Context: an optimization exercise on an open-source flow, tuned for small area, a short achievable clock period and few clock cycles. The choices shown serve that exercise and are no tape-out recipe.
In this exercise RTL edits were held to simulation tests only and were not proved equivalent to the original.
Power and IR drop assume default switching activity.

==> flow/design.v <==
module intdec (
    input  wire        clk,
    input  wire        rst,
    input  wire        start,
    input  wire [63:0] in_len,
    input  wire [63:0] out_cap,
    output wire        in_rd,
    output wire [12:0] in_raddr,
    input  wire [63:0] in_rdata,
    output reg         out_we,
    output wire [15:0] out_addr,
    output wire [63:0] out_wdata,
    output wire [13:0] status,
    output wire [63:0] result_len,
    output wire [63:0] err_info
);
    localparam [2:0] K_NONE = 3'd0, K_MLEN = 3'd1, K_SHORT = 3'd2,
                     K_VARINT = 3'd3, K_UNKNOWN = 3'd5, K_CAP = 3'd6,
                     K_RANGE = 3'd7;
    localparam [3:0] S_IDLE = 4'd0, S_C0 = 4'd1, S_C1 = 4'd2, S_C2 = 4'd3,
                     S_STR = 4'd4, S_VAR = 4'd5, S_RCHK = 4'd6, S_RE0 = 4'd7,
                     S_RFILL = 4'd8, S_CCHK = 4'd9, S_ERR = 4'd10, S_RE1 = 4'd11,
                     S_VERR = 4'd12, S_CCHK0 = 4'd13;
    reg        busy, done, empty;
    reg [2:0]  kind;          
    reg [2:0]  ek;            
    reg        se, sr;        
    reg [1:0]  sc;            
    reg [3:0]  sn;            
    reg [3:0]  nib;
    reg [3:0]  state;
    reg [63:0] acc;           
    reg [63:0] v;             
    reg        r_keep;        
    reg [63:0] w;             
    reg [63:0] prev;          
    reg [15:0] lp;            
    reg [16:0] oc;            
    reg [12:0] ra;            
    reg [12:0] ar;            
    reg [2:0]  bo;            
    reg [3:0]  vi;            
    reg        vfield;        
    reg        efield;        
    reg [7:0]  rem;           
    reg        rem0, rle1;    
    reg        cap_r;         
    reg        rl;            
    reg        full;          
    reg        wl;            
    reg        vv;            
    reg        vlast;         
    reg        fin;           
    reg        cmode;         
    reg        counted;       
    wire [1:0] code = (nib <= 4'd2) ? nib[1:0] : 2'd3;
    assign status     = {sc, sn, 1'b0, kind, empty, se, done, busy};
    assign result_len = {47'd0, oc & {17{sr}}};
    assign err_info   = acc & {64{se}};
    assign out_addr   = oc[15:0];
    assign out_wdata  = acc;
    function [7:0] s8b_count(input [3:0] sel);
        case (sel)
            4'd0:  s8b_count = 8'd240;
            4'd1:  s8b_count = 8'd120;
            4'd2:  s8b_count = 8'd60;
            4'd3:  s8b_count = 8'd30;
            4'd4:  s8b_count = 8'd20;
            4'd5:  s8b_count = 8'd15;
            4'd6:  s8b_count = 8'd12;
            4'd7:  s8b_count = 8'd10;
            4'd8:  s8b_count = 8'd8;
            4'd9:  s8b_count = 8'd7;
            4'd10: s8b_count = 8'd6;
            4'd11: s8b_count = 8'd5;
            4'd12: s8b_count = 8'd4;
            4'd13: s8b_count = 8'd3;
            4'd14: s8b_count = 8'd2;
            default: s8b_count = 8'd1;
        endcase
    endfunction
    function [63:0] add64(input [63:0] a, input [63:0] b);
        reg [63:0] g, p, gg, pp, g2, p2;
        integer l, q, d;
        begin
            g = a & b; p = a ^ b;
            gg = g; pp = p;
            for (l = 0; l < 6; l = l + 1) begin
                d = 1 << l;
                g2 = gg; p2 = pp;
                for (q = 0; q < 64; q = q + 1) begin
                    if ((q / d) % 2 == 1) begin
                        g2[q] = gg[q] | (pp[q] & gg[(q / d) * d - 1]);
                        p2[q] = pp[q] & pp[(q / d) * d - 1];
                    end
                end
                gg = g2; pp = p2;
            end
            add64 = p ^ {gg[62:0], 1'b0};
        end
    endfunction
    wire [3:0]  wsel     = w[63:60];
    reg  [4:0]  wbits;
    always @(*) begin
        case (wsel)
            4'd2:  wbits = 5'd1;
            4'd3:  wbits = 5'd2;
            4'd4:  wbits = 5'd3;
            4'd5:  wbits = 5'd4;
            4'd6:  wbits = 5'd5;
            4'd7:  wbits = 5'd6;
            4'd8:  wbits = 5'd7;
            4'd9:  wbits = 5'd8;
            4'd10: wbits = 5'd10;
            4'd11: wbits = 5'd12;
            4'd12: wbits = 5'd15;
            4'd13: wbits = 5'd20;
            4'd14: wbits = 5'd30;
            default: wbits = 5'd0;
        endcase
    end
    wire [59:0] wmask    = (wsel[3:1] == 3'd0) ? 60'd0 :
                           (wsel == 4'd15) ? {60{1'b1}} : ~({60{1'b1}} << wbits);
    wire [63:0] pk_val   = {4'd0, w[59:0] & wmask} | {63'd0, wsel[3:1] == 3'd0};
    wire [63:0] wv       = full ? w : pk_val;
    wire [63:0] field    = {prev[55:0], in_rdata[63:56]};
    wire [7:0]  cur_byte = in_rdata[63 - 8 * bo -: 8];
    wire [63:0] sum      = add64(acc, v);
    reg  [63:0] vpart;
    integer j;
    always @(*) begin
        for (j = 0; j < 64; j = j + 1)
            vpart[j] = cur_byte[j % 7] && (vi == j / 7);
    end
    reg  [20:0] cmp_x;
    reg         cmp_ge;
    always @(*) begin
        case (state)
            S_C1:    begin cmp_x = {8'd0, lp[15:3]}; cmp_ge = 1'b0; end
            S_RCHK:  begin cmp_x = {4'd0, prev[16:0]}; cmp_ge = 1'b1; end
            default: begin cmp_x = acc[20:0]; cmp_ge = 1'b0; end
        endcase
    end
    wire        cap_over = ({cmp_x, cmp_ge} > {4'd0, oc, 1'b0}) ||
                           (state == S_RCHK && prev[63:17] != 47'd0);
    wire        in_range = (prev[63:17] != 47'd0) || (prev[16] && prev[15:0] != 16'd0);
    wire        pk_fast  = counted || (oc[16] && lp[15:11] == 5'd0);
    wire        is_lastw = (ra == lp[15:3]);
    wire        var_end  = ((lp[15:5] == 11'd0) && ({ra[1:0], bo} > lp[4:0])) || (vi == 4'd10);
    wire        var_stop = !cur_byte[7];
    wire        var_bad  = (vi == 4'd9) && (cur_byte[6:1] != 6'd0);
    wire        var_err  = var_end || (var_stop && var_bad);
    wire        rem1     = rle1 && !rem0;
    wire        c2_err   = (code == 2'd3) || ((code == 2'd0) ? (lp[2:0] != 3'd0 || cap_r)
                                                              : (lp[15:3] == 13'd0));
    reg        x_field;       
    reg        v_zz, v_prev;  
    reg [20:0] v_small;       
    reg        w_load, w_shift;
    always @(*) begin
        x_field = 1'b0;
        v_zz    = 1'b0;
        v_prev  = 1'b0;
        v_small = 21'd0;
        w_load  = 1'b0;
        w_shift = 1'b0;
        case (state)
            S_C0: v_prev = 1'b1;
            S_C2: begin
                case (code)
                    2'd0: begin
                        if (lp[2:0] != 3'd0)  v_small = {5'd0, lp};
                        else if (cap_r)       v_small = {8'd0, lp[15:3]};
                        else begin x_field = 1'b1; v_zz = 1'b1; end
                    end
                    2'd1: begin
                        if (lp[15:3] == 13'd0) v_small = {5'd0, lp};
                        else if (!pk_fast)     v_small = 21'd1;
                        else begin x_field = 1'b1; v_zz = 1'b1; end
                    end
                    2'd2: begin
                        if (lp[15:3] == 13'd0) v_small = {5'd0, lp};
                        else begin x_field = 1'b1; v_zz = 1'b1; end
                    end
                    default: v_small = {17'd0, nib};
                endcase
            end
            S_STR: begin
                if (code == 2'd0) begin
                    if (!wl) begin
                        x_field = 1'b1;
                        v_zz    = 1'b1;
                    end
                end else begin
                    if (!rem0) begin
                        if (cmode) v_small = {13'd0, s8b_count(wsel)};
                        else       v_zz    = 1'b1;
                        w_shift = !cmode;
                    end
                    if (rle1 && !wl) begin
                        w_load = 1'b1;
                    end
                end
            end
            S_VERR: begin
                v_small = {20'd0, efield};
            end
            S_RCHK:  v_zz    = 1'b1;
            S_RE0:   v_small = {20'd0, prev != {64{1'b1}}};
            S_RE1:   v_prev  = 1'b1;
            S_RFILL: v_zz   = 1'b1;
            default: ;
        endcase
    end
    wire [63:0] x   = x_field ? field : wv;
    wire [63:0] zzx = {1'b0, x[63:1]} ^ {64{x[0]}};
    wire [16:0] oc_inc = oc + 17'd1;
    wire        w_dec  = w_shift || (state == S_STR && cmode && !rem0);
    wire        rle1_n = w_load ? (cmode || prev[55:52] == 4'd15) :
                         w_dec  ? ((rem == 8'd2) || rem1) :
                         (state == S_C2) ? 1'b1 : rle1;
    wire        wl_n   = (w_load || state == S_C2 || (state == S_STR && code == 2'd0 && !wl)) ?
                         is_lastw : wl;
    wire        prev_ld = (state == S_C1) || (state == S_C2) ||
                          (state == S_STR && (code == 2'd0 || w_load));
    wire        ar_zero = (state == S_IDLE && start) ||
                          (state == S_CCHK0);
    wire        ar_inc  = (state == S_C0) || (state == S_CCHK) ||
                          (state == S_C1 && in_rdata[63:60] != 4'd2) ||
                          (((state == S_C2 && code != 2'd2) || state == S_STR) &&
                           (code == 2'd0 || (rle1_n && !wl_n))) ||
                          (state == S_VAR && bo == 3'd6);
    wire        fin_now = (state == S_C0 && !in_range && prev[16:0] == 17'd0) ||
                          (state == S_C2 && !c2_err && code == 2'd0 && lp == 16'd0) ||
                          (state == S_STR && fin) ||
                          (state == S_RFILL && rl) ||
                          (state == S_CCHK && cap_r) ||
                          (state == S_ERR);
    wire [2:0]  fin_kind = (state == S_ERR) ? ek : (state == S_CCHK) ? K_CAP : K_NONE;
    assign in_rd    = busy;
    assign in_raddr = ar;
    wire [59:0] w_shifted = w[59:0] >> wbits;
    always @(posedge clk) begin
        acc <= r_keep ? sum : v;
        v   <= (zzx & {64{v_zz}}) | (prev & {64{v_prev}}) | {43'd0, v_small};
        ra  <= ar;
        ar  <= ar_zero ? 13'd0 : (ar_inc ? ar + 13'd1 : ar);
        if (w_load)
            w <= field;
        else if (state == S_VAR && !vfield)
            w <= (w & {64{vi != 4'd0}}) | vpart;
        else if (w_shift)
            w[59:0] <= w_shifted;
        if (start && !busy)
            prev <= in_len;
        else if (state == S_VAR && vfield)
            prev <= (prev & {64{vi != 4'd0}}) | vpart;
        else if (prev_ld)
            prev[55:0] <= in_rdata[55:0];
        rle1 <= rle1_n;
        wl   <= wl_n;
        if (w_load) begin
            rem  <= cmode ? 8'd1 : s8b_count(prev[55:52]);
            rem0 <= 1'b0;
        end else if (w_dec) begin
            rem  <= rem - 8'd1;
            rem0 <= rem1;
        end
        cap_r <= cap_over;
        if (out_we)
            oc <= oc_inc;
        if (rst) begin
            state  <= S_IDLE;
            busy   <= 1'b0;
            done   <= 1'b0;
            kind   <= K_NONE;
            empty  <= 1'b0;
            nib    <= 4'd0;
            se     <= 1'b0;
            sr     <= 1'b0;
            sc     <= 2'd0;
            sn     <= 4'd0;
            out_we <= 1'b0;
            fin    <= 1'b0;
            vv     <= 1'b0;
            r_keep <= 1'b1;
        end else begin
            out_we <= 1'b0;
            r_keep <= 1'b1;
            vv     <= 1'b0;
            case (state)
                S_IDLE: begin
                    if (start) begin
                        busy    <= 1'b1;
                        done    <= 1'b0;
                        kind    <= K_NONE;
                        empty   <= 1'b0;
                        nib     <= 4'd0;
                        se      <= 1'b0;
                        sr      <= 1'b0;
                        sc      <= 2'd0;
                        sn      <= 4'd0;
                        counted <= 1'b0;
                        oc      <= (out_cap[63:16] != 48'd0) ? 17'h10000 : {1'b0, out_cap[15:0]};
                        state   <= S_C0;
                    end
                end
                S_C0: begin                        
                    lp     <= prev[15:0] - 16'd1;
                    r_keep <= 1'b0;
                    if (in_range) begin
                        ek    <= K_RANGE;
                        state <= S_ERR;
                    end else if (prev[16:0] == 17'd0) begin
                        empty <= 1'b1;
                        oc    <= 17'd0;
                        busy  <= 1'b0;
                        done  <= 1'b1;
                        state <= S_IDLE;
                    end else begin
                        state <= S_C1;
                    end
                end
                S_C1: begin
                    nib   <= in_rdata[63:60];
                    state <= S_C2;
                end
                S_C2: begin
                    cmode  <= 1'b0;
                    fin    <= 1'b0;
                    vi     <= 4'd0;
                    vfield <= 1'b0;
                    bo     <= 3'd1;
                    full   <= (code == 2'd2);
                    rem    <= 8'd0;
                    rem0   <= 1'b1;
                    vlast  <= is_lastw;
                    r_keep <= 1'b0;
                    if (c2_err) begin
                        state <= S_ERR;
                        case (code)
                            2'd0:    ek <= (lp[2:0] != 3'd0) ? K_MLEN : K_CAP;
                            2'd3:    ek <= K_UNKNOWN;
                            default: ek <= K_SHORT;
                        endcase
                    end else if (code == 2'd2) begin
                        ek    <= K_VARINT;
                        state <= S_VAR;
                    end else if (code == 2'd0 && lp == 16'd0) begin
                        oc    <= 17'd0;
                        busy  <= 1'b0;
                        done  <= 1'b1;
                        state <= S_IDLE;
                    end else begin
                        vv    <= 1'b1;
                        state <= S_STR;
                        if (code == 2'd1 && !pk_fast) cmode <= 1'b1;
                        else                          oc    <= 17'd0;
                    end
                end
                S_STR: begin
                    if (fin) begin
                        busy  <= 1'b0;
                        done  <= 1'b1;
                        fin   <= 1'b0;
                        state <= S_IDLE;
                    end else begin
                        if (vv && !cmode) out_we <= 1'b1;
                        if (vv && vlast) begin
                            if (cmode) state <= S_CCHK0;
                            else       fin   <= 1'b1;
                        end
                        if (code == 2'd0) begin
                            if (!wl) begin
                                vv    <= 1'b1;
                                vlast <= is_lastw;
                            end
                        end else if (!rem0) begin
                            vv    <= 1'b1;
                            vlast <= rem1 && wl;
                        end
                    end
                end
                S_VAR: begin
                    bo     <= bo + 3'd1;
                    efield <= vfield;
                    if (var_stop) begin
                        vi     <= 4'd0;
                        vfield <= 1'b1;
                    end else begin
                        vi <= vi + 4'd1;
                    end
                    if (var_err)
                        state <= S_VERR;
                    else if (var_stop && vfield)
                        state <= S_RCHK;
                end
                S_VERR: begin                      
                    r_keep <= 1'b0;
                    state  <= S_ERR;
                end
                S_RCHK: begin
                    lp <= prev[15:0];
                    oc <= 17'd0;
                    rl <= (prev[15:0] == 16'd0);
                    if (cap_over) begin
                        state  <= S_RE0;
                    end else begin
                        out_we <= 1'b1;
                        state  <= S_RFILL;
                    end
                end
                S_RE0: begin                       
                    r_keep <= 1'b0;
                    state  <= S_RE1;
                end
                S_RE1: begin                       
                    ek    <= K_CAP;
                    state <= S_ERR;
                end
                S_RFILL: begin
                    rl <= (oc_inc[15:0] == lp);
                    if (!rl) out_we <= 1'b1;
                end
                S_CCHK0: state <= S_CCHK;      
                S_CCHK: begin
                    if (cap_r) begin
                        busy  <= 1'b0;
                        done  <= 1'b1;
                        state <= S_IDLE;
                    end else begin
                        counted <= 1'b1;
                        state   <= S_C1;
                    end
                end
                S_ERR: begin                       
                    busy  <= 1'b0;
                    done  <= 1'b1;
                    state <= S_IDLE;
                end
                default: state <= S_IDLE;
            endcase
            if (fin_now) begin
                busy  <= 1'b0;
                done  <= 1'b1;
                state <= S_IDLE;
                kind  <= fin_kind;
                se    <= fin_kind != K_NONE;
                sr    <= fin_kind == K_NONE;
                sc    <= code;
                sn    <= (fin_kind == K_UNKNOWN) ? nib : 4'd0;
            end
        end
    end
endmodule
==> flow/flow/run.sh <==
#!/bin/bash
# The standard layout (the standard.sh, unchanged synthesis and steps), with the
# port buffers that global placement inserts made of the smallest plain buffer cell
# (sky130_fd_sc_hd__buf_1) instead of the one buffer_ports picks by default.
set -euo pipefail
export BUFFER_PORTS_ARGS="-buffer_cell sky130_fd_sc_hd__buf_1"
bash standard.sh > standard_flow.log 2>&1
==> flow/standard.sh <==
#!/bin/bash
# synth_recipe.tcl (not shown) runs the flow's synth.tcl, then flattens the netlist and writes it again
# the make line also repeats each setting of config.mk as NAME=value (left out here)
make -C /OpenROAD-flow-scripts/flow DESIGN_CONFIG=/design/flow/config.mk WORK_HOME=/design/flow/orfs CLKGATE_MAP_FILE= SYNTH_SCRIPT=/design/flow/synth_recipe.tcl "${@:-finish}"
==> flow/config.mk <==
export PLATFORM = sky130hd
export DESIGN_NAME = intdec
export DESIGN_NICKNAME = intdec
export VERILOG_FILES = /design/flow/design.v
export SDC_FILE = /design/flow/constraint.sdc
export NUM_CORES = 4
export LEC_CHECK = 0
export CAP_MARGIN = 20
export CORE_MARGIN = 2
export CORE_UTILIZATION = 45
export SETUP_SLACK_MARGIN = 4.6
export SLEW_MARGIN = 20
export TNS_END_PERCENT = 15
==> flow/constraint.sdc <==
create_clock -name core_clock -period 8.0 [get_ports {clk}]
set_input_delay 1.6000 -clock core_clock [delete_from_list [all_inputs] [get_ports {clk}]]
set_output_delay 1.6000 -clock core_clock [all_outputs]
set_load 0.01 [all_outputs]
==> impl_metrics.ini, run 1 <==
[routing]
ant_nets = 0
drt-vias-per-instance = 6.23
drtIter0Drc = 3832
wl_um = 113000
post_drt_wl_per_cell_um = 25.2
firstDrtPassIters = 12
drcViolationCount = 0
vias = 27900

[outcome]
outcome = no timing/DRC/antenna violations

[setup_path]
worstPathMaxFanout = 15
cpPeakStageDelay_ps = 600
cp.required_ps = 8460
path_buf_inv = 2
cp_top_family = buffers and inverters
start_kind = primary input
cp_slowest_cell = buf_1
cp-end-kind = register
worstPathArrival_ps = 3960
crit_type = primary input to register
path_cells = buf_1 > nand2_1 > o21ai_2 > buf_4 > a21oi_1 > o31ai_4 > mux4_2

[power_and_ir_drop]
finalPower_w = 0.0103
clkPwrFrac_pct = 20.0
p_per_area_mw_per_mm2 = 314
ir_drop_v = 0.000179
p_comb_share_pct = 44.3
p_int_w = 0.00593
power_frac_seq_pct = 35.6
p_sw_w = 0.00439
p_leak_nw = 12.6
swShare_pct = 42.6

[logic_synthesis]
syn_area_mm2 = 0.0285
yosys_most_used_dff = dfxtp_1
syn_inst = 3313
synth-seq-cells = 391
syn_area_per_cell_um2 = 8.61
async_flop_share_pct = 0
ys_seq_area_share_pct = 33.1
synth_edf_count = 161
ys_types = 95
yosys_warnings = 1

[floorplan]
die_x_um = 256
core_mm2 = 0.0629
ioPinCount = 432
rows = 92
die-area_mm2 = 0.0654
die_h_um = 256
initial_utilization_pct = 45.4

[clock_tree]
numCtsBuffers = 45
htree_levels = 2
cts.path.max_buffers = 3
clk_latency_ps = 600
root_buffer = clkbuf_16
cts_sinks = 391
cts.clk_slew.worst_paths_ps = 60
cts_tree = done

[timing]
hold_ws_ps = 391
max_clock_freq_ghz = 0.286
relSlewSlack_pct = 22.6
finalCritPeriodShare_pct = 43.8
min_period_ps = 3500
setup_viol = 0
rsz0062_at_grt = yes
slew_viol_final = 0
skew_ps = 27.6
tightest_slew_ps = 1150
fin_tns_setup_ps = 0
hold_violations = 0

[global_routing]
grt_util_met3_pct = 8.33
use_met2_pct = 48.5
overflow = 0
grt_max_degree = 97
use_met1_pct = 44.8
busiest_layer = met2
grt_pass1_vias = 26000
antenna_found_initial = 0
grt_usage_pct = 32.6
grt_pass1_wl_um = 164000

[placement]
numPortBuffers = 383
place_hpwl_um = 79700
gp_congestion = 0.968

[finish]
syn2layout_area_growth_pct = 15.1
layout-drive-gt1-share_pct = 12.0
nets = 3913
n_antenna_cell = 0

[job]
drv.max_cap_violation_count = 0

[worst_hold_path]
hp-class = register to register
==> logic make-up after synthesis <==
family | synth area share, %
AND/OR/NAND/NOR | 17.7
AO/OA/AOI/OAI | 20.3
buffers and inverters | 6.51
flip-flops | 33.1
XOR/XNOR | 7.83
multiplexers | 9.20
adder cells (fa/ha/maj) | 5.38
other | 0.0131
==> worst register-to-register path: cells and delay by family (launching register included) <==
family	cells	cell delay, ps
flip-flops	1	350
adder cells (fa/ha/maj)	1	220
multiplexers	1	460
buffers and inverters	5	810
AND/OR/NAND/NOR	5	1360
AO/OA/AOI/OAI	1	170
==> cell usage after synthesis, types with 37 or more instances <==
| library cell | instances | share of area (%) |
|---|---|---|
| mux2i_1 | 64 | 2.2 |
| ha_1 | 113 | 5.0 |
| a22oi_1 | 83 | 2.2 |
| o21ai_0 | 251 | 4.4 |
| buf_1 | 39 | 0.51 |
| buf_4 | 71 | 1.9 |
| a221o_1 | 49 | 1.7 |
| dfxtp_1 | 230 | 16 |
| a222oi_1 | 46 | 1.6 |
| mux4_2 | 52 | 4.1 |
| nand2_1 | 388 | 5.1 |
| xor2_1 | 113 | 3.5 |
| and2_1 | 102 | 2.2 |
| nand4_1 | 37 | 0.81 |
| inv_1 | 89 | 1.2 |
| nor3_1 | 46 | 0.81 |
| clkbuf_1 | 192 | 2.5 |
| nor2_1 | 272 | 3.6 |
| mux2_2 | 71 | 2.8 |
| a21oi_1 | 176 | 3.1 |
| edfxtp_1 | 161 | 17 |
| xnor2_1 | 142 | 4.4 |
| nor4_1 | 48 | 1.1 |
| nand3_1 | 57 | 1.0 |
==> sequential cells by signal, summed over array words and instances (netlist names), 2 cells and up, named ones only <==
name / flops
nib: 4
v: 64
oc: 17
state: 4
prev: 57
kind: 3
rem: 8
acc: 64
sn: 4
w: 57
ek: 3
bo: 3
ar: 13
vi: 4
lp: 16
wbits: 5
ra: 13
sc: 2
==> final timing paths <==
kind / start / to / slack [ps] / cells after the start
min: ar[12] / ra[12] / 390 / 0
min reg2reg: ar[12] / ra[12] / 390 / 0
max: in_rdata[61] / register / 4500 / 7
max reg2reg: state[2] / register / 4510 / 13
==> layout make-up <==
class                   count  area, um2
well taps                 846       1060
flip-flops and latches    391       9460
repair buffers            511       2710
inverters                  93        349
clock inverters            17        116
clock buffers              65       1330
multi-input cells        2557      17800
fillers                  6068      30000
==> metrics by stage <==
| stage | setup slack (ps) | cell area [um2] | utilization (%) | std cells |
|---|---|---|---|---|
| 4_1_cts | 4520 | 32400 | 51.6 | 4453 |
| 2_1_floorplan | 2990 | 28800 | - | 3360 |
| 3_3_place_gp | 3260 | 30200 | 48.0 | 4324 |
| 5_1_grt | 4380 | 32800 | 52.2 | 4480 |
| 3_5_place_dp | 3200 | 30200 | 48.0 | 4324 |
| 6_report | 4500 | 32800 | 52.2 | 4480 |
==> cell usage in the layout (no fill, tap or decap), types with 19 or more instances in the layout <==
cell and instances:
a211oi_1 26, a21o_1 30, a21oi_1 173, a221o_1 49, a222oi_1 46, a22oi_1 83, a31oi_1 19, and2_1 102
and3_1 31, buf_1 378, buf_4 104, clkbuf_16 51, conb_1 48, dfxtp_1 222, edfxtp_1 161, ha_1 108
inv_1 84, mux2_2 70, mux2i_1 64, mux4_2 52, nand2_1 383, nand3_1 57, nand4_1 37, nor2_1 266
nor2b_1 26, nor3_1 41, nor4_1 43, o21ai_0 245, o21ai_1 26, xnor2_1 142, xor2_1 112
==> power by group through the flow <==
stage	sequential (W)	clock, W	combinational, W
global placement	0.00369	0	0.00406
finish	0.00367	0.00207	0.00458
global route	0.00370	0.00217	0.00499
CTS	0.00363	0.00209	0.00439
detailed placement	0.00369	0	0.00411
floorplan	0.00321	0	0.00315
==> layer usage <==
metal,wire [um],share of wire [%],vias up
met5,0,0,-
met4,5130,4.5,0
met2,48100,43,1841
li1,-,-,12500
met1,45500,40,13200
met3,14100,12,321
==> timing repair <==
item | 4_1_cts | 5_1_grt
gates resized for setup | 92 | 25
setup endpoints to repair | 450 | 206
pin swaps | 16 | 4
setup buffers | 43 | 24
cloned | 4 | 3
hold buffers | 0 | 0
Testbench counts, summed over its fixed seeds: cycles 29,181.
==> run 2: changes to the inputs <==
--- a/flow/config.mk
+++ b/flow/config.mk
@@ -9,4 +9,5 @@
 export CORE_MARGIN = 2
 export CORE_UTILIZATION = 45
+export CTS_BUF_LIST = sky130_fd_sc_hd__clkbuf_4 sky130_fd_sc_hd__clkbuf_8
 export SETUP_SLACK_MARGIN = 4.6
 export SLEW_MARGIN = 20
==> run 2 against run 1 <==
  * Utilization grew 0.58 points
  * Sequential power is essentially flat
  * Clock skew grew 32 ps
  * Register-to-register slack is essentially flat
  * Via count grew 1.8%
  * Design area grew 1.1%
  * Largest power group unchanged
  * Setup slack gained 10 ps
  * Highest routed layer unchanged
==> impl_metrics.ini, run 2 <==
[global_routing]
grt_pass1_vias = 26300
antenna_found_initial = 2
grt_pass1_wl_um = 166000
use_met2_pct = 49.4
grt_util_met3_pct = 8.92
use_met1_pct = 45.1
grt_usage_pct = 33.1
grt_max_degree = 97
busiest_layer = met2
overflow = 0

[power_and_ir_drop]
p_per_area_mw_per_mm2 = 311
ir_drop_v = 0.000130
p_leak_nw = 12.8
finalPower_w = 0.0103

[setup_path]
cp_top_family = compound AO/OA/AOI/OAI gates
cpPeakStageDelay_ps = 400
worstSetupStartpoint = acc[0]
r2r-end = acc[61]
cp-endpoint = acc[61]
cp-end-kind = register
path_cells = ha_1 > inv_1 > fa_1 > nand2b_1 > a21o_1 > a31oi_2 > a31o_4 > a41oi_4 > o21ai_2 > a41o_4 > a31oi_4 > o21ba_2 > o2111a_1 > a221o_1
crit_type = register to register
rrSetupSlack_ps = 4510
cp_slowest_cell = dfxtp_4
cp.required_ps = 8530
r2r-start = acc[0]
worstPathArrival_ps = 4020
crit_cells = 14
reg2reg_depth = 14
path_buf_inv = 1
worstPathMaxFanout = 6
start_kind = register

[timing]
slew_viol_final = 0
max_clock_freq_ghz = 0.287
setup_viol = 0
min_period_ps = 3490
hold_violations = 0
rsz0062_at_grt = yes
skew_ps = 59.6
finalCritPeriodShare_pct = 43.6
tightest_slew_ps = 1030
hold_ws_ps = 393
fin_tns_setup_ps = 0
relSlewSlack_pct = 31.5

[finish]
fillCellCount = 6069
layout_commonest_cell = nand2_1
regArea_mm2 = 0.00947
multiInputGateArea_mm2 = 0.0179
final_util_pct = 52.8
top_regs = acc x64, v x64
layoutNonFillerInstCount = 4547
syn2layout_area_growth_pct = 16.4
layout_common_cells = nand2_1 (382), buf_1 (379), nor2_1 (266)
nets = 3958
layout-drive-gt1-share_pct = 13.9

[routing]
ant_nets = 0
drt-vias-per-instance = 6.24
post_drt_wl_per_cell_um = 25.2
drcViolationCount = 0
wl_um = 115000
drtIter0Drc = 4219
firstDrtPassIters = 10
vias = 28400

[floorplan]
initial_utilization_pct = 45.4
core_mm2 = 0.0629
ioPinCount = 432
rows = 92
die_h_um = 256
die_x_um = 256
die-area_mm2 = 0.0654

[placement]
numPortBuffers = 383
gp_congestion = 0.968
place_hpwl_um = 79700
dp_cells = 4324

[clock_tree]
cts.path.max_buffers = 3
root_buffer = clkbuf_8
clk_latency_ps = 700
cts.clk_slew.worst_paths_ps = 70
cts_sinks = 391
cts_tree = done
hold_buffers = 0
htree_levels = 3
numCtsBuffers = 73

[logic_synthesis]
synth_edf_count = 161
syn_inst = 3313
async_flop_share_pct = 0
yosysTopAreaCellShare_pct = 16.9
yosys_warnings = 1
synth_most_common_cell = nand2_1
yosysTopAreaCell = edfxtp_1
yosys_most_used_dff = dfxtp_1
ys_seq_area_share_pct = 33.1
synth_commonest_cells = nand2_1 (388), nor2_1 (272), o21ai_0 (251)
syn_area_mm2 = 0.0285
synth-seq-cells = 391
syn_area_per_cell_um2 = 8.61
synthTopCellsByArea = edfxtp_1 (17%), dfxtp_1 (16%), nand2_1 (5.1%)
ys_types = 95

[worst_hold_path]
hp-class = register to register

[job]
drv.max_cap_violation_count = 0

[outcome]
outcome = no timing/DRC/antenna violations
[run 2: where the power goes]
group          switching, W  internal, W
Clock              0.000911      0.00111
Combinational       0.00260      0.00202
Sequential         0.000910      0.00276
Total               0.00442      0.00589
[run 2: logic make-up (layout without fill, tap and decap cells)]
| kind of cell | Yosys count | after routing | share of synthesized area [%] |
|---|---|---|---|
| flops | 391 | 391 | 33.1 |
| fa+ha+maj | 119 | 119 | 5.38 |
| xor+xnor | 255 | 255 | 7.83 |
| simple gates | 1076 | 1077 | 17.7 |
| compound gates | 870 | 870 | 20.3 |
| mux | 188 | 188 | 9.20 |
| buf+inv | 413 | 751 | 6.51 |
| other cells | 1 | 50 | 0.0131 |
[run 2: how the worst min path moves through the flow]
stage,end,cells past startpoint,slack [ps],from
final,ra[12],0,390,ar[12]
after global routing,ra[12],0,400,ar[12]
after CTS,ra[12],0,390,ar[12]
after detailed placement,ra[12],0,380,ar[12]
after global placement,ra[1],0,390,ar[1]
after floorplan,ra[12],0,400,ar[12]
[run 2: what timing repair did]
item / 4_1_cts / 5_1_grt
pin swaps: 13 / 14
endpoints found under the setup margin: 453 / 199
resized for setup: 92 / 40
cloned: 7 / 5
setup buffers: 49 / 30
[run 2: worst register-to-register path: stages (launching register included)]
cell and delay (ps):
dfxtp_4 400, ha_1 150, inv_1 50, fa_1 390, nand2b_1 180, a21o_1 190, a31oi_2 190, a31o_4 220
a41oi_4 150, o21ai_2 250, a41o_4 300, a31oi_4 130, o21ba_2 270, o2111a_1 230, a221o_1 250
[run 2: per-stage QoR]
stage / area, um2 / setup slack (ps)
6_report: 33200 / 4510
3_5_place_dp: 30200 / 3200
3_3_place_gp: 30200 / 3260
4_1_cts: 32600 / 4490
5_1_grt: 33200 / 4410
2_1_floorplan: 28800 / 2990
[run 2: layer usage]
metal	wire, um	vias to the layer above
met5	0	-
met4	5530	0
met3	14800	344
met2	48600	1995
met1	45800	13400
li1	-	12600
[run 2: layout make-up]
type                       count  share of cell area, %
multi-input combinational   2557                   53.8
clock inverter                18                  0.351
inverter                      93                   1.06
tap                          846                   3.19
antenna                        2                 0.0151
timing repair buffer         528                   9.01
clock buffer                 112                   4.08
sequential                   391                   28.5
==> run 3: changes to the inputs <==
--- a/flow/design.v
+++ b/flow/design.v
@@ -37,5 +37,6 @@
     reg [15:0] lp;            
     reg [16:0] oc;            
-    reg [12:0] ra;            
+    reg [1:0]  ra;            
+    reg        last_r;        
     reg [12:0] ar;            
     reg [2:0]  bo;            
@@ -146,5 +147,5 @@
     wire        in_range = (prev[63:17] != 47'd0) || (prev[16] && prev[15:0] != 16'd0);
     wire        pk_fast  = counted || (oc[16] && lp[15:11] == 5'd0);
-    wire        is_lastw = (ra == lp[15:3]);
+    wire        is_lastw = last_r;
     wire        var_end  = ((lp[15:5] == 11'd0) && ({ra[1:0], bo} > lp[4:0])) || (vi == 4'd10);
     wire        var_stop = !cur_byte[7];
@@ -244,5 +245,6 @@
         acc <= r_keep ? sum : v;
         v   <= (zzx & {64{v_zz}}) | (prev & {64{v_prev}}) | {43'd0, v_small};
-        ra  <= ar;
+        ra     <= ar[1:0];
+        last_r <= (ar == lp[15:3]);
         ar  <= ar_zero ? 13'd0 : (ar_inc ? ar + 13'd1 : ar);
         if (w_load)
--- a/flow/config.mk
+++ b/flow/config.mk
@@ -9,5 +9,4 @@
 export CORE_MARGIN = 2
 export CORE_UTILIZATION = 45
-export CTS_BUF_LIST = sky130_fd_sc_hd__clkbuf_4 sky130_fd_sc_hd__clkbuf_8
 export SETUP_SLACK_MARGIN = 4.6
 export SLEW_MARGIN = 20
==> run 3 against run 2 <==
  * Sequential power decreased by 6.5%
  * Clock skew decreased by 36 ps
  * Critical path depth decreased by 5
  * Via count increased by 1.5%
  * Final cell count decreased by 0.84%
  * Utilization increased by 0.42 points
  * Critical path type is now primary input to register
  * Critical endpoint is now w[21]
  * Largest cell class unchanged
==> impl_metrics.ini, run 3 <==
[floorplan]
rows = 91
die-area_mm2 = 0.0645
die_x_um = 254
core_mm2 = 0.0617
die_h_um = 254
ioPinCount = 432
initial_utilization_pct = 45.5

[timing]
fin_tns_setup_ps = 0
setup_viol = 0
tightest_slew_ps = 1180
max_clock_freq_ghz = 0.275
rsz0062_at_grt = yes
finalCritPeriodShare_pct = 45.4
hold_violations = 0
skew_ps = 24.1
slew_viol_final = 0
relSlewSlack_pct = 20.3
min_period_ps = 3630

[power_and_ir_drop]
p_leak_nw = 12.4
p_per_area_mw_per_mm2 = 291
ir_drop_v = 0.000177
finalPower_w = 0.00955

[routing]
drtIter0Drc = 4497
drcViolationCount = 0
wl_um = 120000
highest_layer = met5
dr_wl_met2_um = 49300
firstDrtPassIters = 8
m1WireLength_um = 49300
ant_nets = 0
drt-vias-per-instance = 6.39
wl_met3_um = 16700
vias = 28800
post_drt_wl_per_cell_um = 26.7

[setup_path]
start_kind = primary input
cp-end-kind = register
crit_type = primary input to register
worstPathMaxFanout = 6
worstPathArrival_ps = 3940
cp.required_ps = 8310

[global_routing]
antenna_found_initial = 7
overflow = 0
grt_pass1_vias = 25700
grt_pass1_wl_um = 171000
grt_usage_pct = 35.8
grt_max_degree = 103

[clock_tree]
cts.path.max_buffers = 3
htree_levels = 2
clk_latency_ps = 610
hold_buffers = 0
root_buffer = clkbuf_16
cts_tree = done
numCtsBuffers = 45
cts.clk_slew.worst_paths_ps = 60
cts_sinks = 381

[logic_synthesis]
synth-seq-cells = 381
synth_most_common_cell = nand2_1
yosysTopAreaCellShare_pct = 17.2
yosysTopAreaCell = edfxtp_1
synth_commonest_cells = nand2_1 (451), a21oi_1 (273), o21ai_0 (259)
synthTopCellsByArea = edfxtp_1 (17%), dfxtp_1 (16%), nand2_1 (6.0%)
ys_seq_area_share_pct = 32.9
synth_edf_count = 161
syn_area_per_cell_um2 = 8.40
syn_inst = 3345
yosys_most_used_dff = dfxtp_1
async_flop_share_pct = 0
syn_area_mm2 = 0.0281
yosys_warnings = 1
ys_types = 88

[finish]
layoutNonFillerInstCount = 4509
layout_commonest_cell = nand2_1
layout_common_cells = nand2_1 (441), buf_1 (377), a21oi_1 (262)
nets = 3947
layout-drive-gt1-share_pct = 12.9
syn2layout_area_growth_pct = 16.9
top_regs = acc x64, v x64

[placement]
gp_congestion = 0.994
dp_cells = 4344
numPortBuffers = 383
place_hpwl_um = 88400

[job]
drv.max_cap_violation_count = 0

[worst_hold_path]
hp-class = register to register

[outcome]
outcome = no timing/DRC/antenna violations
run 3: metrics by stage:
step | util, % | hold slack (ps) | cell area [um2] | worst slack [ps]
after floorplan | - | 432 | 28500 | 3980
after detailed placement | 48.4 | 452 | 29900 | 3310
final | 53.2 | 457 | 32900 | 4370
after CTS | 52.3 | 463 | 32300 | 4520
after global placement | 48.4 | 456 | 29900 | 3470
after global routing | 53.2 | 486 | 32800 | 4340
run 3: area by class of cell:
type	instances	area, um2
antenna	3	7.51
clock buffer	59	1340
clock inverter	24	274
fill	5972	28900
inverter	93	364
multi-input combinational	2611	18000
sequential	381	9270
tap	837	1050
timing repair buffer	501	2570
run 3: final timing paths:
| check | start | to | slack (ps) | cells after the start |
|---|---|---|---|---|
| max | in_rdata[40] | w[21] | 4370 | 9 |
| min | ar[1] | ra[1] | 460 | 0 |
| max reg2reg | nib[3] | v[38] | 4450 | 11 |
| min reg2reg | ar[1] | ra[1] | 460 | 0 |
run 3: kinds of logic (layout without fill, tap and decap cells):
kind of cell / after synthesis / in the layout / share of synthesized area, %
fa+ha+maj: 119 / 119 / 5.46
mux: 182 / 182 / 8.96
simple gates: 1144 / 1145 / 19.4
buf+inv: 401 / 677 / 6.38
xor+xnor: 185 / 185 / 5.77
flops: 381 / 381 / 32.9
compound gates: 932 / 932 / 21.1
other cells: 1 / 51 / 0.0133
run 3: where the power goes:
part	internal, W	switching (W)	total, W	leakage, nW
clock network	0.00134	0.000924	0.00227	0.792
logic	0.00160	0.00224	0.00385	8.25
registers	0.00261	0.000828	0.00343	3.31
total	0.00555	0.00399	0.00955	12.4
run 3: metal layers:
layer	GRT usage (%)	vias up
li1	-	12700
met1	50.9	13700
met2	50.4	2028
met3	11.4	320
met4	12.9	4
met5	0	-
run 3: what timing repair did:
| item | 4_1_cts | 5_1_grt |
|---|---|---|
| gates resized for setup | 112 | 53 |
| gates cloned | 1 | 3 |
| buffers inserted | 44 | 31 |
| pin swaps | 21 | 22 |
| setup endpoints to repair | 448 | 201 |
run 3: worst max-delay path, stage by stage:
cell and delay (ps):
buf_1 100, mux4_2 580, nand2b_1 200, a32o_4 390, buf_4 190, nand2_1 120
a21oi_1 80, a21oi_1 410, o21ai_0 260
Testbench counts of run 3, summed over its fixed seeds: cycles 29,181.
==> run 4: changes to the inputs <==
--- a/flow/config.mk
+++ b/flow/config.mk
@@ -11,3 +11,3 @@
 export SETUP_SLACK_MARGIN = 4.6
 export SLEW_MARGIN = 20
-export TNS_END_PERCENT = 15
+export TNS_END_PERCENT = 5
==> run 4 against run 3 <==
  * Still clean on timing, DRC and antenna
  * Area after synthesis stayed put
  * Global-route usage barely moved
  * Critical path depth up 1
  * Clock-buffer cell count rose by 8
  * Synthesized cell count is the same
  * Register-to-register slack lost 30 ps
  * Utilization fell by 0.55 points
  * Sequential share of layout area rose by 0.29 points
  * Clock power down 2%
  * Final cell count about the same
  * Largest cell class unchanged
  * Highest routed layer unchanged
==> impl_metrics.ini, run 4 <==
[outcome]
outcome = no timing/DRC/antenna violations

[setup_path]
path_cells = buf_1 > mux4_2 > nand2_2 > o21ai_2 > a22o_4 > buf_4 > nand2_1 > inv_1 > a222oi_1 > nand2_1
crit_top_cell = nand2_1
worstPathArrival_ps = 3930
rrSetupSlack_ps = 4420
cpPeakStageDelay_ps = 520
cp.required_ps = 8350
start_kind = primary input
worstPathMaxFanout = 6
reg2reg_depth = 9
cp-end-kind = register
crit_type = primary input to register
cp_slowest_cell = mux4_2

[logic_synthesis]
syn_area_mm2 = 0.0281
ys_seq_area_share_pct = 32.9
yosysTopAreaCellShare_pct = 17.2
yosysTopAreaCell = edfxtp_1
yosys_warnings = 1
synth_most_common_cell = nand2_1
ys_types = 88
async_flop_share_pct = 0
yosys_most_used_dff = dfxtp_1
synth_edf_count = 161
synth_commonest_cells = nand2_1 (451), a21oi_1 (273), o21ai_0 (259)
synth-seq-cells = 381
syn_inst = 3345
syn_area_per_cell_um2 = 8.40
synthTopCellsByArea = edfxtp_1 (17%), dfxtp_1 (16%), nand2_1 (6.0%)

[finish]
layout_common_cells = nand2_1 (444), buf_1 (377), a21oi_1 (267)
syn2layout_area_growth_pct = 15.7
layout-drive-gt1-share_pct = 12.1
layout_commonest_cell = nand2_1
top_regs = acc x64, v x64
nets = 3941
post-route-cell-area_mm2 = 0.0325

[routing]
firstDrtPassIters = 10
vias = 28400
drt-vias-per-instance = 6.30
ant_nets = 0
wl_um = 120000
drcViolationCount = 0
post_drt_wl_per_cell_um = 26.6
drtIter0Drc = 4298

[timing]
tightest_slew_ps = 1090
skew_ps = 38.9
relSlewSlack_pct = 26.1
max_clock_freq_ghz = 0.279
setup_viol = 0
rsz0062_at_grt = yes
fin_tns_setup_ps = 0
finalCritPeriodShare_pct = 44.8
hold_violations = 0
min_period_ps = 3580
slew_viol_final = 0

[floorplan]
ioPinCount = 432
rows = 91
die_h_um = 254
initial_utilization_pct = 45.5
die-area_mm2 = 0.0645
core_mm2 = 0.0617
die_x_um = 254

[power_and_ir_drop]
p_per_area_mw_per_mm2 = 289
p_leak_nw = 12.2
finalPower_w = 0.00940
ir_drop_v = 0.000161

[clock_tree]
cts_sinks = 381
cts.path.max_buffers = 3
hold_buffers = 0
cts.clk_slew.worst_paths_ps = 60
clk_latency_ps = 630
numCtsBuffers = 47
htree_levels = 2
cts_tree = done
root_buffer = clkbuf_16

[global_routing]
overflow = 0
grt_max_degree = 105
grt_pass1_vias = 25500
antenna_found_initial = 8
grt_pass1_wl_um = 171000
grt_usage_pct = 35.8

[placement]
place_hpwl_um = 88900
post_dp_cell_area_mm2 = 0.0298
numPortBuffers = 383
gp_congestion = 0.984

[job]
drv.max_cap_violation_count = 0

[worst_hold_path]
min_path_cells = 1
hp-class = register to register
==> run 4: cell counts after synthesis <==
Identical to the previous run, type by type.
==> run 4: repair_timing <==
item                                    in CTS  in global routing
pin swaps                                   17                 18
gates cloned                                 0                  1
endpoints found under the setup margin     454                270
gates resized for setup                     98                 53
hold endpoints to repair                     0                  0
buffers inserted                            32                 34
==> run 4: worst paths after layout <==
| kind | from | end |
|---|---|---|
| max | in_rdata[35] | w[38] |
| min | v[13] | acc[13] |
| max reg2reg | prev[36] | sn[0] |
| min reg2reg | v[13] | acc[13] |
==> run 4: final cells by class <==
type                    count  area (um2)
fillers                  5997       29200
multi-input cells        2610       17800
flip-flops and latches    381        9270
repair buffers            494        2430
clock buffers              67        1390
well taps                 837        1050
inverters                  93         364
clock inverters            21         204
diodes                      5        12.5
==> run 4: critical path: cells and delay by family <==
family,cells,cell delay (ps)
buf+inv,3,480
simple gates,3,620
mux,1,520
compound gates,3,700
==> run 4: power by group <==
group	switching, W	leakage, nW	internal, W	total (W)
clock network	0.000935	0.784	0.00129	0.00222
logic	0.00222	8.13	0.00153	0.00376
registers	0.000817	3.31	0.00261	0.00342
==> run 4: cells by family after synthesis <==
| group | after synthesis | share of synthesized area [%] |
|---|---|---|
| flip-flops | 381 | 32.9 |
| other | 1 | 0.0133 |
| AND/OR/NAND/NOR | 1144 | 19.4 |
| multiplexers | 182 | 8.96 |
| buffers and inverters | 401 | 6.38 |
| XOR/XNOR | 185 | 5.77 |
| AO/OA/AOI/OAI | 932 | 21.1 |
| adder cells (fa/ha/maj) | 119 | 5.46 |
==> run 4: per-stage QoR <==
stage               util, %  hold WS, ps  worst slack, ps  instances
finish                 52.7          464             4420       4508
global route           52.7          485             4410       4503
CTS                    51.9          467             4470       4468
detailed placement     48.3          453             3160       4348
global placement       48.3          446             3310       4348
floorplan                 -          432             3980       3392
==> run 4: routing by layer <==
| metal | global-route usage, % | wire length [um] | vias to the layer above |
|---|---|---|---|
| li1 | - | - | 12700 |
| met1 | 51.6 | 49700 | 13400 |
| met2 | 49.5 | 47900 | 1887 |
| met3 | 10.2 | 16100 | 382 |
| met4 | 15.0 | 5880 | 8 |
| met5 | 0.927 | 107 | - |
==> run 5: changes to the inputs <==
--- a/flow/design.v
+++ b/flow/design.v
@@ -37,6 +37,5 @@
     reg [15:0] lp;            
     reg [16:0] oc;            
-    reg [1:0]  ra;            
-    reg        last_r;        
+    reg [12:0] ra;            
     reg [12:0] ar;            
     reg [2:0]  bo;            
@@ -147,5 +146,5 @@
     wire        in_range = (prev[63:17] != 47'd0) || (prev[16] && prev[15:0] != 16'd0);
     wire        pk_fast  = counted || (oc[16] && lp[15:11] == 5'd0);
-    wire        is_lastw = last_r;
+    wire        is_lastw = (ra == lp[15:3]);
     wire        var_end  = ((lp[15:5] == 11'd0) && ({ra[1:0], bo} > lp[4:0])) || (vi == 4'd10);
     wire        var_stop = !cur_byte[7];
@@ -245,6 +244,5 @@
         acc <= r_keep ? sum : v;
         v   <= (zzx & {64{v_zz}}) | (prev & {64{v_prev}}) | {43'd0, v_small};
-        ra     <= ar[1:0];
-        last_r <= (ar == lp[15:3]);
+        ra  <= ar;
         ar  <= ar_zero ? 13'd0 : (ar_inc ? ar + 13'd1 : ar);
         if (w_load)
==> flow/run.sh (new file) <==
#!/bin/bash
# synth_recipe.tcl (not shown) runs the flow's synth.tcl, then flattens the netlist and writes it again
# the make line also repeats each setting of config.mk as NAME=value (left out here)
make -C /OpenROAD-flow-scripts/flow DESIGN_CONFIG=/design/flow/config.mk WORK_HOME=/design/flow/orfs CLKGATE_MAP_FILE= SYNTH_SCRIPT=/design/flow/synth_recipe.tcl finish
--- a/flow/config.mk
+++ b/flow/config.mk
@@ -11,3 +11,3 @@
 export SETUP_SLACK_MARGIN = 4.6
 export SLEW_MARGIN = 20
-export TNS_END_PERCENT = 5
+export TNS_END_PERCENT = 15
removed: flow/flow/run.sh
removed: flow/standard.sh
==> run 5 against run 4 <==
  * Design area up 12%
  * Sequential cell count up 10
  * Non-clock buffer count up 85
  * Routed wire length up 4.9%
  * Clock-buffer cell count down 10
  * Fmax up 1.2%
  * Clock skew down 6.8 ps
  * Sequential share of layout area down 2.4 points
  * First-iteration DRC count up 1.5%
  * Combinational power up 41%
  * Highest routed layer unchanged
==> impl_metrics.ini, run 5 <==
[logic_synthesis]
synthTopCellsByArea = edfxtp_1 (17%), dfxtp_1 (16%), nand2_1 (5.1%)
async_flop_share_pct = 0
yosysTopAreaCellShare_pct = 16.9
synth-seq-cells = 391
synth_commonest_cells = nand2_1 (388), nor2_1 (272), o21ai_0 (251)
synth_most_common_cell = nand2_1
synthAdderAreaFrac_pct = 5.38
yosysTopAreaCell = edfxtp_1
synth_top_family_by_area = compound AO/OA/AOI/OAI gates
synth-compound-area-share_pct = 20.3
synth_mux_area_share_pct = 9.20
syn_inst = 3313
syn_area_mm2 = 0.0285
synth_xor_area_share_pct = 7.83
syn_area_per_cell_um2 = 8.61
synth_edf_count = 161
yosys.area_share.simple_pct = 17.7
yosys_most_used_dff = dfxtp_1
yosys_warnings = 1
ys_types = 95
ys_seq_area_share_pct = 33.1

[setup_path]
cp.required_ps = 6400
worstPathArrival_ps = 1940
path_buf_inv = 2
cpPeakStageDelay_ps = 580
start_kind = register
cp-end-kind = primary output
path_cells = buf_12 > and2_1 > clkdlybuf4s50_1
cp_slowest_cell = clkdlybuf4s50_1
cp_top_family = buffers and inverters
crit_type = register to primary output
worstPathMaxFanout = 16

[floorplan]
initial_utilization_pct = 45.4
die-area_mm2 = 0.0654
rows = 92
die_h_um = 256
core_mm2 = 0.0629
die_x_um = 256
ioPinCount = 432

[routing]
firstDrtPassIters = 7
drcViolationCount = 0
drtIter0Drc = 4362
wl_um = 126000
ant_nets = 0
drt-vias-per-instance = 6.42
post_drt_wl_per_cell_um = 27.6
vias = 29200

[clock_tree]
numCtsBuffers = 47
hold_buffers = 0
cts_sinks = 391
cts.path.max_buffers = 3
root_buffer = clkbuf_16
clk_latency_ps = 620
htree_levels = 2
cts.clk_slew.worst_paths_ps = 60
cts_tree = done

[timing]
setup_viol = 0
fin_tns_setup_ps = 0
hold_violations = 0
finalCritPeriodShare_pct = 44.2
min_period_ps = 3540
relSlewSlack_pct = 23.3
tightest_slew_ps = 1150
setup_ws_ps = 4460
skew_ps = 32.1
max_clock_freq_ghz = 0.283
hold_ws_ps = 389
rsz0062_at_grt = yes
slew_viol_final = 0

[power_and_ir_drop]
ir_drop_v = 0.000203
p_leak_nw = 14.1
p_per_area_mw_per_mm2 = 309

[finish]
top_regs = acc x64, v x64
regArea_mm2 = 0.00947
layout_commonest_cell = nand2_1
nets = 3984
multiInputGateArea_mm2 = 0.0182
n_antenna_cell = 0
fillCellCount = 5704
layout-drive-gt1-share_pct = 16.0
post-route-cell-area_mm2 = 0.0363
final_util_pct = 57.8
syn2layout_area_growth_pct = 27.3
layout_common_cells = nand2_1 (378), clkdlybuf4s50_1 (345), nor2_1 (261)

[worst_hold_path]
hp-class = register to register

[placement]
numPortBuffers = 383
gp_congestion = 0.978
place_hpwl_um = 88500
pre_cts_ws_ps = 2600
post_dp_cell_area_mm2 = 0.0327

[global_routing]
grt_pass1_vias = 27300
grt_pass1_wl_um = 179000
grt_max_degree = 98
overflow = 0
grt_usage_pct = 36.0
antenna_found_initial = 6

[outcome]
outcome = no timing/DRC/antenna violations

[job]
drv.max_cap_violation_count = 0
==> run 5: cell count changes after synthesis, moves of 14 or more <==
| cell | before | now |
|---|---|---|
| nand2_1 | 451 | 388 |
| nor2_1 | 217 | 272 |
| a21oi_1 | 273 | 176 |
| or3_1 | 21 | 7 |
| and3_1 | 60 | 31 |
| xor2_1 | 54 | 113 |
| a22oi_1 | 39 | 83 |
| nor3_1 | 67 | 46 |
==> run 5: through the flow <==
stage               power, W  cells
finish                0.0112   4552
CTS                   0.0109   4498
global route          0.0117   4552
floorplan            0.00635   3360
detailed placement   0.00824   4332
global placement     0.00808   4332
==> run 5: cell families (layout without fill, tap and decap cells) <==
group,Yosys count,count (layout)
fa+ha+maj,119,119
simple gates,1076,1077
flops,391,391
other cells,1,48
xor+xnor,255,255
mux,188,188
compound gates,870,871
buf+inv,413,757
==> run 5: cell type report <==
cell class                 instances  area share [%]
multi-input combinational       2558            50.1
clock buffer                      57            3.37
sequential                       391            26.1
clock inverter                    28            1.07
inverter                          93           0.971
tap                              846            2.91
timing repair buffer             579            15.5
==> run 5: timing repair <==
| action | 4_1_cts | 5_1_grt |
|---|---|---|
| resized for setup | 174 | 154 |
| gates cloned | 5 | 6 |
| buffers inserted | 76 | 48 |
| endpoints found under the hold margin | 0 | 0 |
| pin swaps | 34 | 46 |
| setup endpoints to repair | 465 | 312 |
==> run 5: where the power goes <==
group	leakage (nW)	internal (W)	switching (W)	total, W
registers	3.39	0.00276	0.000821	0.00358
clock network	0.779	0.00136	0.000955	0.00231
logic	9.96	0.00241	0.00291	0.00532
==> run 5: worst paths after layout <==
check / startpoint / endpoint / slack (ps) / depth (start not counted)
max: se / err_info[11] / 4460 / 3
min: ar[12] / ra[12] / 390 / 0
max reg2reg: wbits[1] / w[46] / 4490 / 8
min reg2reg: ar[12] / ra[12] / 390 / 0
==> run 5: worst reg2reg max path, stage by stage (launching register included) <==
cell and delay (ps):
dfxtp_2 930, buf_4 530, inv_1 400, nor2_1 200, a21oi_1 70, a21oi_1 480
a21oi_1 250, a22oi_1 230, o21ai_0 130
==> run 5: layer usage <==
layer / track usage [%] / vias up / routed length (um)
met3: 8.53 / 332 / 14700
met1: 50.5 / 14200 / 52000
met2: 53.6 / 1969 / 53500
met5: 0 / - / 19
met4: 13.6 / 4 / 5500
li1: - / 12700 / -
Testbench counts of run 5, summed over its fixed seeds: cycles 29,181.

[static timing again, ports no longer ideal]
In the flow no input, the clock included, has a driving cell. The finished layouts below were timed again as built, in two steps.
Step 1 assumes that a clkbuf_16 drives the clock port and a buf_2 every other input.
Step 2 adds t to the input delays and takes it off the output delays; t is the mean of the earliest and latest rising clock arrival at the registers after step 1. Input paths then give back, and output paths get back, about the clock's delay inside the block.
a / b / c = no drivers / after step 1 / after step 2; a / b = the first two.
run | t (ns) | setup slack, ns | slew at the worst register clock pin (ns) | worst data-port slew with drivers (ns) | pins driven straight from the clock port
run 1 | 0.657 | 4.500 / 4.507 / 3.884 | 0.07 / 0.07 | 0.05 | 1
run 2 | 0.730 | 4.510 / 4.510 / 3.874 | 0.07 / 0.07 | 0.05 | 1
run 3 | 0.667 | 4.366 / 4.406 / 3.740 | 0.07 / 0.07 | 0.12 | 1
run 4 | 0.677 | 4.420 / 4.424 / 3.786 | 0.07 / 0.07 | 0.11 | 1
run 5 | 0.673 | 4.463 / 4.394 / 3.877 | 0.08 / 0.08 | 0.06 | 1
After both steps setup and hold are still met in every run listed. For run 2, which loses most, drivers alone change the setup slack by 0.000 ns; drivers and shift together by -0.636 ns.
